Background: an optimization exercise with open tools, aiming at small area and a short achievable clock period. Do not read the settings as production practice. The RTL was checked by simulation tests, not by an equivalence proof against the original design. No activity file was given, so power comes from the tool's default toggle rates.

==> flow/design.v <==
module xbee_rx (
    input  wire       clk,
    input  wire       rst,         
    input  wire       wr_valid,
    input  wire [7:0] wr_data,
    input  wire       run,
    input  wire [1:0] mode,        
    input  wire       flush,
    output reg  [5:0] avail,
    output reg        out_valid,
    output reg  [1:0] out_kind,
    output reg  [7:0] out_data
);
    localparam CAP = 32;
    localparam ST_HUNT   = 3'd0;
    localparam ST_LEN_HI = 3'd1;
    localparam ST_LEN_LO = 3'd2;
    localparam ST_PAY    = 3'd3;
    localparam ST_CKS    = 3'd4;
    localparam K_PAYLOAD = 2'd0;
    localparam K_FRAME   = 2'd1;
    localparam K_BADCKS  = 2'd2;
    localparam K_SPECIAL = 2'd3;
    localparam [7:0] DELIM = 8'h7E;
    localparam [7:0] ESC   = 8'h7D;
    localparam [7:0] XON   = 8'h11;
    localparam [7:0] XOFF  = 8'h13;
    reg [7:0] sr [0:CAP-1];    
    reg [1:0] ctl_mode;
    reg [5:0] nav;          
    reg       nz;           
    reg       m_api;        
    reg       m_esc;        
    wire [5:0] cnt = ~nav;
    wire mode_change = (mode != ctl_mode);
    wire mode_ok     = (m_api && !mode[1] && mode[0]) || (m_esc && mode[1] && !mode[0]);
    wire go          = run && !flush && nz;    
    wire step        = go && mode_ok;
    wire full        = cnt[5];
    integer i;
    always @(posedge clk) begin
        if (wr_valid) begin
            sr[0] <= wr_data;
            for (i = 1; i < CAP; i = i + 1)
                sr[i] <= sr[i-1];
        end
    end
    wire [7:0] t0 [0:31];
    wire [7:0] t1 [0:15];
    wire [7:0] t2 [0:7];
    wire [7:0] t3 [0:3];
    wire [7:0] t4 [0:1];
    genvar g;
    generate
        for (g = 0; g < 32; g = g + 1) begin : g_t0
            assign t0[g] = sr[(62 - g) % 32];
        end
        for (g = 0; g < 16; g = g + 1) begin : g_t1
            assign t1[g] = nav[0] ? t0[2*g+1] : t0[2*g];
        end
        for (g = 0; g < 8; g = g + 1) begin : g_t2
            assign t2[g] = nav[1] ? t1[2*g+1] : t1[2*g];
        end
        for (g = 0; g < 4; g = g + 1) begin : g_t3
            assign t3[g] = nav[2] ? t2[2*g+1] : t2[2*g];
        end
        for (g = 0; g < 2; g = g + 1) begin : g_t4
            assign t4[g] = nav[3] ? t3[2*g+1] : t3[2*g];
        end
    endgenerate
    wire [7:0] b_rd = nav[4] ? t4[1] : t4[0];
    reg       ev_step;      
    reg [7:0] ev_b;
    wire [5:0] c_m1 = cnt - 6'd1;
    wire [5:0] c_p1 = cnt + 6'd1;
    wire [5:0] c_fl = {5'd0, wr_valid};
    wire [5:0] c_ns = flush ? c_fl : (wr_valid && !full) ? c_p1 : cnt;
    wire [5:0] c_st = wr_valid ? cnt : c_m1;
    wire       z_ns = flush ? wr_valid : (wr_valid || nz);
    wire       z_st = wr_valid || (cnt != 6'd1);
    wire [5:0] c_nx = step ? c_st : c_ns;
    wire       z_nx = step ? z_st : z_ns;
    always @(posedge clk) begin
        ev_b <= b_rd;
        if (rst) begin
            avail    <= 6'd0;
            nav      <= 6'h3F;
            nz       <= 1'b0;
            ctl_mode <= 2'd0;
            m_api    <= 1'b0;
            m_esc    <= 1'b0;
            ev_step  <= 1'b0;
        end else begin
            ctl_mode <= mode;
            m_api    <= (mode == 2'd1);
            m_esc    <= (mode == 2'd2);
            ev_step  <= step;
            avail    <= c_nx;
            nav      <= ~c_nx;
            nz       <= z_nx;
        end
    end
    reg  [2:0]  state;
    reg         esc;
    reg  [15:0] rem;      
    reg  [7:0]  sum;
    wire [7:0] b = ev_b;
    wire [7:0] v = {b[7:6], b[5] ^ esc, b[4:0]};
    reg  [2:0]  n_state;
    reg         n_esc;
    reg  [15:0] n_rem;
    reg  [7:0]  n_sum;
    reg         n_item;
    reg  [1:0]  n_kind;
    reg  [7:0]  n_data;
    reg         deliver;
    always @(*) begin
        n_state = state;
        n_esc   = esc;
        n_rem   = rem;
        n_sum   = sum;
        n_item  = 1'b0;
        n_kind  = K_PAYLOAD;
        n_data  = v;
        deliver = 1'b0;
        if (state == ST_HUNT) begin
            if (b == DELIM) begin
                n_state = ST_LEN_HI;
                n_esc   = 1'b0;
            end
        end else if (!ctl_mode[1]) begin
            deliver = 1'b1;
        end else if (esc) begin
            n_esc   = 1'b0;
            deliver = 1'b1;
        end else if (b == ESC) begin
            n_esc = 1'b1;
        end else if (b == DELIM) begin
            n_item  = 1'b1;
            n_kind  = K_SPECIAL;
            n_state = ST_LEN_HI;
        end else if (b == XON || b == XOFF) begin
            n_item  = 1'b1;
            n_kind  = K_SPECIAL;
            n_state = ST_HUNT;
        end else begin
            deliver = 1'b1;
        end
        if (deliver) begin
            case (state)
                ST_LEN_HI: begin
                    n_rem[15:8] = v;
                    n_state     = ST_LEN_LO;
                end
                ST_LEN_LO: begin
                    n_rem[7:0] = v;
                    n_sum      = 8'h00;
                    n_state    = ({rem[15:8], v} != 16'h0000) ? ST_PAY : ST_CKS;
                end
                ST_PAY: begin
                    n_item = 1'b1;
                    n_kind = K_PAYLOAD;
                    n_sum  = sum + v;
                    n_rem  = rem - 16'd1;
                    if (rem == 16'd1)
                        n_state = ST_CKS;
                end
                default: begin  
                    n_item  = 1'b1;
                    n_kind  = (v == ~sum) ? K_FRAME : K_BADCKS;
                    n_data  = ~sum;
                    n_state = ST_HUNT;
                end
            endcase
        end
    end
    always @(posedge clk) begin
        if (rst) begin
            state     <= ST_HUNT;
            esc       <= 1'b0;
            out_valid <= 1'b0;
        end else begin
            if (mode_change) begin
                state <= ST_HUNT;
                esc   <= 1'b0;
            end else if (ev_step) begin
                state <= n_state;
                esc   <= n_esc;
            end
            out_valid <= ev_step && n_item;
        end
        if (ev_step) begin
            rem <= n_rem;
            sum <= n_sum;
        end
        out_kind <= n_kind;
        out_data <= n_data;
    end
endmodule
Settings: LEC_CHECK=0, CAP_MARGIN=20, CORE_MARGIN=2, CORE_UTILIZATION=55, CTS_BUF_LIST=sky130_fd_sc_hd__clkbuf_16, CTS_CLUSTER_DIAMETER=90, CTS_CLUSTER_SIZE=30, SETUP_SLACK_MARGIN=3.8, SLEW_MARGIN=20; clock period 6.0 ns.
standard.sh (not shown) runs the stock make flow with config.mk's settings and CLKGATE_MAP_FILE= SYNTH_SCRIPT=/design/flow/synth_recipe.tcl, a recipe that flattens the netlist after the stock synthesis.
==> flow/flow/run.sh <==
#!/bin/bash
# Own layout flow: the standard ORFS flow (standard.sh) with one change:
# clock tree synthesis inserts no dummy load cells (the same CTS options as
# the standard flow otherwise, from config.mk). Each tool's output goes to
# ORFS's logs under orfs/logs; standard.sh's own output to standard.log here.
set -euo pipefail
W=$(pwd)
export CTS_ARGS="-sink_clustering_enable -repair_clock_nets -dont_use_dummy_load -buf_list sky130_fd_sc_hd__clkbuf_16 -sink_clustering_size 30 -sink_clustering_max_diameter 90"
bash standard.sh > "$W/standard.log" 2>&1
Change:
--- a/flow/design.v
+++ b/flow/design.v
@@ -26,16 +26,15 @@
     localparam [7:0] XON   = 8'h11;
     localparam [7:0] XOFF  = 8'h13;
     reg [7:0] sr [0:CAP-1];    
-    reg [1:0] ctl_mode;
     reg [5:0] nav;          
     reg       nz;           
     reg       m_api;        
     reg       m_esc;        
     wire [5:0] cnt = ~nav;
-    wire mode_change = (mode != ctl_mode);
     wire mode_ok     = (m_api && !mode[1] && mode[0]) || (m_esc && mode[1] && !mode[0]);
     wire go          = run && !flush && nz;    
     wire step        = go && mode_ok;
+    wire mode_change = (m_api || m_esc) && !mode_ok;   
     wire full        = cnt[5];
     integer i;
     always @(posedge clk) begin
@@ -86,12 +85,10 @@
             avail    <= 6'd0;
             nav      <= 6'h3F;
             nz       <= 1'b0;
-            ctl_mode <= 2'd0;
             m_api    <= 1'b0;
             m_esc    <= 1'b0;
             ev_step  <= 1'b0;
         end else begin
-            ctl_mode <= mode;
             m_api    <= (mode == 2'd1);
             m_esc    <= (mode == 2'd2);
             ev_step  <= step;
@@ -108,8 +105,6 @@
     wire [7:0] v = {b[7:6], b[5] ^ esc, b[4:0]};
     reg  [2:0]  n_state;
     reg         n_esc;
-    reg  [15:0] n_rem;
-    reg  [7:0]  n_sum;
     reg         n_item;
     reg  [1:0]  n_kind;
     reg  [7:0]  n_data;
@@ -117,8 +112,6 @@
     always @(*) begin
         n_state = state;
         n_esc   = esc;
-        n_rem   = rem;
-        n_sum   = sum;
         n_item  = 1'b0;
         n_kind  = K_PAYLOAD;
         n_data  = v;
@@ -128,7 +121,7 @@
                 n_state = ST_LEN_HI;
                 n_esc   = 1'b0;
             end
-        end else if (!ctl_mode[1]) begin
+        end else if (!m_esc) begin
             deliver = 1'b1;
         end else if (esc) begin
             n_esc   = 1'b0;
@@ -149,19 +142,14 @@
         if (deliver) begin
             case (state)
                 ST_LEN_HI: begin
-                    n_rem[15:8] = v;
                     n_state     = ST_LEN_LO;
                 end
                 ST_LEN_LO: begin
-                    n_rem[7:0] = v;
-                    n_sum      = 8'h00;
                     n_state    = ({rem[15:8], v} != 16'h0000) ? ST_PAY : ST_CKS;
                 end
                 ST_PAY: begin
                     n_item = 1'b1;
                     n_kind = K_PAYLOAD;
-                    n_sum  = sum + v;
-                    n_rem  = rem - 16'd1;
                     if (rem == 16'd1)
                         n_state = ST_CKS;
                 end
@@ -189,9 +177,19 @@
             end
             out_valid <= ev_step && n_item;
         end
-        if (ev_step) begin
-            rem <= n_rem;
-            sum <= n_sum;
+        if (ev_step && deliver) begin
+            case (state)
+                ST_LEN_HI: rem[15:8] <= v;
+                ST_LEN_LO: begin
+                    rem[7:0] <= v;
+                    sum      <= 8'h00;
+                end
+                ST_PAY: begin
+                    rem <= rem - 16'd1;
+                    sum <= sum + v;
+                end
+                default: ;
+            endcase
         end
         out_kind <= n_kind;
         out_data <= n_data;
- routed wire length went up by about 4%
- final cell count went up by 0.80%
- die area shrinks by about 0.55%
- cell area came out higher by about 0.7%
- clock-buffer cell count stays the same
- total power fell by about 1.7%
- flip-flop and latch count came out lower by 2
- critical path depth goes up by 6
- utilization goes up by 0.64 points
- fmax goes down by 1.4%
- worst hold slack loses 0.024 ns
- global-route usage rises by 0.77 points
- via count rises by 2.1%

---

== old ==
// xbee_rx: RTL as listed in full above, without the edits since
Settings: LEC_CHECK=0, CAP_MARGIN=20, CORE_MARGIN=2, CORE_UTILIZATION=55, CTS_BUF_LIST=sky130_fd_sc_hd__clkbuf_16, CTS_CLUSTER_DIAMETER=90, CTS_CLUSTER_SIZE=30, SETUP_SLACK_MARGIN=3.8, SLEW_MARGIN=20; clock period 6.0 ns.
run.sh (not shown) runs the stock make flow with config.mk's settings and CLKGATE_MAP_FILE= SYNTH_SCRIPT=/design/flow/synth_recipe.tcl, a recipe that flattens the netlist after the stock synthesis.
Stock flow here: none of the scripts above is used.
old ended with every stage complete and zero timing, DRC or antenna violations.
Input changes introduced in new (baseline for comparison: old):
-- flow/design.v --
<<< old, line 13
);
    localparam CAP = 32;
    localparam ST_HUNT   = 3'd0;
    localparam ST_LEN_HI = 3'd1;
    localparam ST_LEN_LO = 3'd2;
    localparam ST_PAY    = 3'd3;
    localparam ST_CKS    = 3'd4;
    localparam K_PAYLOAD = 2'd0;
    localparam K_FRAME   = 2'd1;
>>> new, line 13
);
    localparam CAP = 32;
    localparam ST_HUNT   = 2'd0;
    localparam ST_LEN_HI = 2'd1;
    localparam ST_LEN_LO = 2'd2;
    localparam ST_BODY   = 2'd3;    
    localparam K_PAYLOAD = 2'd0;
    localparam K_FRAME   = 2'd1;
<<< old, line 101
        end
    end
    reg  [2:0]  state;
    reg         esc;
    reg  [15:0] rem;      
>>> new, line 100
        end
    end
    reg  [1:0]  state;
    reg         esc;
    reg  [15:0] rem;      
<<< old, line 107
    wire [7:0] b = ev_b;
    wire [7:0] v = {b[7:6], b[5] ^ esc, b[4:0]};
    reg  [2:0]  n_state;
    reg         n_esc;
    reg  [15:0] n_rem;
>>> new, line 106
    wire [7:0] b = ev_b;
    wire [7:0] v = {b[7:6], b[5] ^ esc, b[4:0]};
    reg  [1:0]  n_state;
    reg         n_esc;
    reg  [15:0] n_rem;
<<< old, line 156
                    n_rem[7:0] = v;
                    n_sum      = 8'h00;
                    n_state    = ({rem[15:8], v} != 16'h0000) ? ST_PAY : ST_CKS;
                end
                ST_PAY: begin
                    n_item = 1'b1;
                    n_kind = K_PAYLOAD;
                    n_sum  = sum + v;
                    n_rem  = rem - 16'd1;
                    if (rem == 16'd1)
                        n_state = ST_CKS;
                end
                default: begin  
                    n_item  = 1'b1;
                    n_kind  = (v == ~sum) ? K_FRAME : K_BADCKS;
                    n_data  = ~sum;
                    n_state = ST_HUNT;
                end
            endcase
>>> new, line 155
                    n_rem[7:0] = v;
                    n_sum      = 8'h00;
                    n_state    = ST_BODY;
                end
                default: begin  
                    n_item = 1'b1;
                    if (rem != 16'h0000) begin
                        n_kind = K_PAYLOAD;
                        n_sum  = sum + v;
                        n_rem  = rem - 16'd1;
                    end else begin
                        n_kind  = (v == ~sum) ? K_FRAME : K_BADCKS;
                        n_data  = ~sum;
                        n_state = ST_HUNT;
                    end
                end
            endcase
new completed end to end with timing, DRC and antenna clean.
old | status: complete | timing, DRC, antenna: pass
Compared with old, new shows routed wire length that has gone up by more than 10%.
old vs new, cell with the biggest individual delay on the critical path: sky130_fd_sc_hd__dfxtp_2 vs sky130_fd_sc_hd__or4_4
Re final antenna diode count: no difference whatsoever between old and new.
[compare] base=old new=new: critical path buffer and inverter count -1; combinational share of power -0.5 points; power share of the clock group ~0 delta.
Compared with old, in new full die area rose by about 1.2%, final cell count rose by about 10%, fmax fell by 55 MHz.

---

// xbee_rx: RTL as listed in full above, without the edits since
==> flow/config.mk <==
export PLATFORM = sky130hd
export DESIGN_NAME = xbee_rx
export DESIGN_NICKNAME = xbee_rx
export VERILOG_FILES = /design/flow/design.v
export SDC_FILE = /design/flow/constraint.sdc
export NUM_CORES = 4
export LEC_CHECK = 0
export CAP_MARGIN = 20
export CORE_MARGIN = 2
export CORE_UTILIZATION = 55
export CTS_BUF_LIST = sky130_fd_sc_hd__clkbuf_16
export CTS_CLUSTER_DIAMETER = 100
export CTS_CLUSTER_SIZE = 32
export SETUP_SLACK_MARGIN = 3.8
export SLEW_MARGIN = 20
==> flow/constraint.sdc <==
create_clock -name core_clock -period 6.0 [get_ports {clk}]
set_input_delay 1.2000 -clock core_clock [delete_from_list [all_inputs] [get_ports {clk}]]
set_output_delay 1.2000 -clock core_clock [all_outputs]
set_load 0.01 [all_outputs]
Change:
--- a/flow/design.v
+++ b/flow/design.v
@@ -13,9 +13,8 @@
 );
     localparam CAP = 32;
-    localparam ST_HUNT   = 3'd0;
-    localparam ST_LEN_HI = 3'd1;
-    localparam ST_LEN_LO = 3'd2;
-    localparam ST_PAY    = 3'd3;
-    localparam ST_CKS    = 3'd4;
+    localparam ST_HUNT   = 2'd0;
+    localparam ST_LEN_HI = 2'd1;
+    localparam ST_LEN_LO = 2'd2;
+    localparam ST_BODY   = 2'd3;    
     localparam K_PAYLOAD = 2'd0;
     localparam K_FRAME   = 2'd1;
@@ -30,11 +29,8 @@
     reg [5:0] nav;          
     reg       nz;           
-    reg       m_api;        
-    reg       m_esc;        
+    reg       mpar;         
     wire [5:0] cnt = ~nav;
     wire mode_change = (mode != ctl_mode);
-    wire mode_ok     = (m_api && !mode[1] && mode[0]) || (m_esc && mode[1] && !mode[0]);
-    wire go          = run && !flush && nz;    
-    wire step        = go && mode_ok;
+    wire step        = run && mpar && !mode_change && !flush && nz;
     wire full        = cnt[5];
     integer i;
@@ -75,10 +71,8 @@
     wire [5:0] c_p1 = cnt + 6'd1;
     wire [5:0] c_fl = {5'd0, wr_valid};
-    wire [5:0] c_ns = flush ? c_fl : (wr_valid && !full) ? c_p1 : cnt;
-    wire [5:0] c_st = wr_valid ? cnt : c_m1;
-    wire       z_ns = flush ? wr_valid : (wr_valid || nz);
-    wire       z_st = wr_valid || (cnt != 6'd1);
-    wire [5:0] c_nx = step ? c_st : c_ns;
-    wire       z_nx = step ? z_st : z_ns;
+    wire dec = !flush && step && !wr_valid;
+    wire inc = !flush && !step && wr_valid && !full;
+    wire [5:0] c_nx = flush ? c_fl : dec ? c_m1 : inc ? c_p1 : cnt;
+    wire       z_nx = flush ? wr_valid : dec ? (cnt != 6'd1) : inc ? 1'b1 : nz;
     always @(posedge clk) begin
         ev_b <= b_rd;
@@ -88,11 +82,9 @@
             nz       <= 1'b0;
             ctl_mode <= 2'd0;
-            m_api    <= 1'b0;
-            m_esc    <= 1'b0;
+            mpar     <= 1'b0;
             ev_step  <= 1'b0;
         end else begin
             ctl_mode <= mode;
-            m_api    <= (mode == 2'd1);
-            m_esc    <= (mode == 2'd2);
+            mpar     <= (mode == 2'd1) || (mode == 2'd2);
             ev_step  <= step;
             avail    <= c_nx;
@@ -101,5 +93,5 @@
         end
     end
-    reg  [2:0]  state;
+    reg  [1:0]  state;
     reg         esc;
     reg  [15:0] rem;      
@@ -107,5 +99,5 @@
     wire [7:0] b = ev_b;
     wire [7:0] v = {b[7:6], b[5] ^ esc, b[4:0]};
-    reg  [2:0]  n_state;
+    reg  [1:0]  n_state;
     reg         n_esc;
     reg  [15:0] n_rem;
@@ -156,19 +148,17 @@
                     n_rem[7:0] = v;
                     n_sum      = 8'h00;
-                    n_state    = ({rem[15:8], v} != 16'h0000) ? ST_PAY : ST_CKS;
-                end
-                ST_PAY: begin
-                    n_item = 1'b1;
-                    n_kind = K_PAYLOAD;
-                    n_sum  = sum + v;
-                    n_rem  = rem - 16'd1;
-                    if (rem == 16'd1)
-                        n_state = ST_CKS;
+                    n_state    = ST_BODY;
                 end
                 default: begin  
-                    n_item  = 1'b1;
-                    n_kind  = (v == ~sum) ? K_FRAME : K_BADCKS;
-                    n_data  = ~sum;
-                    n_state = ST_HUNT;
+                    n_item = 1'b1;
+                    if (rem != 16'h0000) begin
+                        n_kind = K_PAYLOAD;
+                        n_sum  = sum + v;
+                        n_rem  = rem - 16'd1;
+                    end else begin
+                        n_kind  = (v == ~sum) ? K_FRAME : K_BADCKS;
+                        n_data  = ~sum;
+                        n_state = ST_HUNT;
+                    end
                 end
             endcase
Result:
- worst setup slack gets worse by 34 ps
- clock skew is lower by 7.7 ps
- count of clock-buffer cells in the layout decreases by 1
- sequential power barely changes
- power goes down by 2.8%
- die area is higher by about 1.7%
- hold slack gains 17 ps

-- what the ideal ports hide --
The results above use ideal ports. As a check the final layouts listed here were re-extracted and re-timed, cells and wires unchanged.
Step 1 assumes that a clkbuf_16 drives the clock port and a buf_2 every other input.
Step 2 adds t to the input delays and takes it off the output delays; t is the mean of the earliest and latest rising clock arrival at the registers after step 1. Input paths then give back, and output paths get back, about the clock's delay inside the block.
Slacks: ideal / step 1 / step 2; pairs: ideal / step 1.
| run | t (ns) | setup WS [ns] | worst slew at a driven data input, ns | pins driven straight from the clock port |
|---|---|---|---|---|
| the first run of note 1 | 0.533 | 3.846 / 3.799 / 3.300 | 0.20 | 1 |
| the second run of note 1 | 0.523 | 3.815 / 3.799 / 3.306 | 0.20 | 1 |
| old | 0.534 | 3.851 / 3.804 / 3.318 | 0.21 | 1 |
| new | 0.548 | 3.564 / 3.564 / 3.157 | 0.21 | 1 |
| the first run of note 3 | 0.548 | 3.819 / 3.774 / 3.291 | 0.22 | 1 |
| the second run of note 3 | 0.542 | 3.786 / 3.710 / 3.167 | 0.26 | 1 |
After both steps every run listed still meets setup and hold. For the second run of note 3, which loses most, drivers alone change the setup slack by -0.076 ns; drivers and shift together by -0.619 ns.
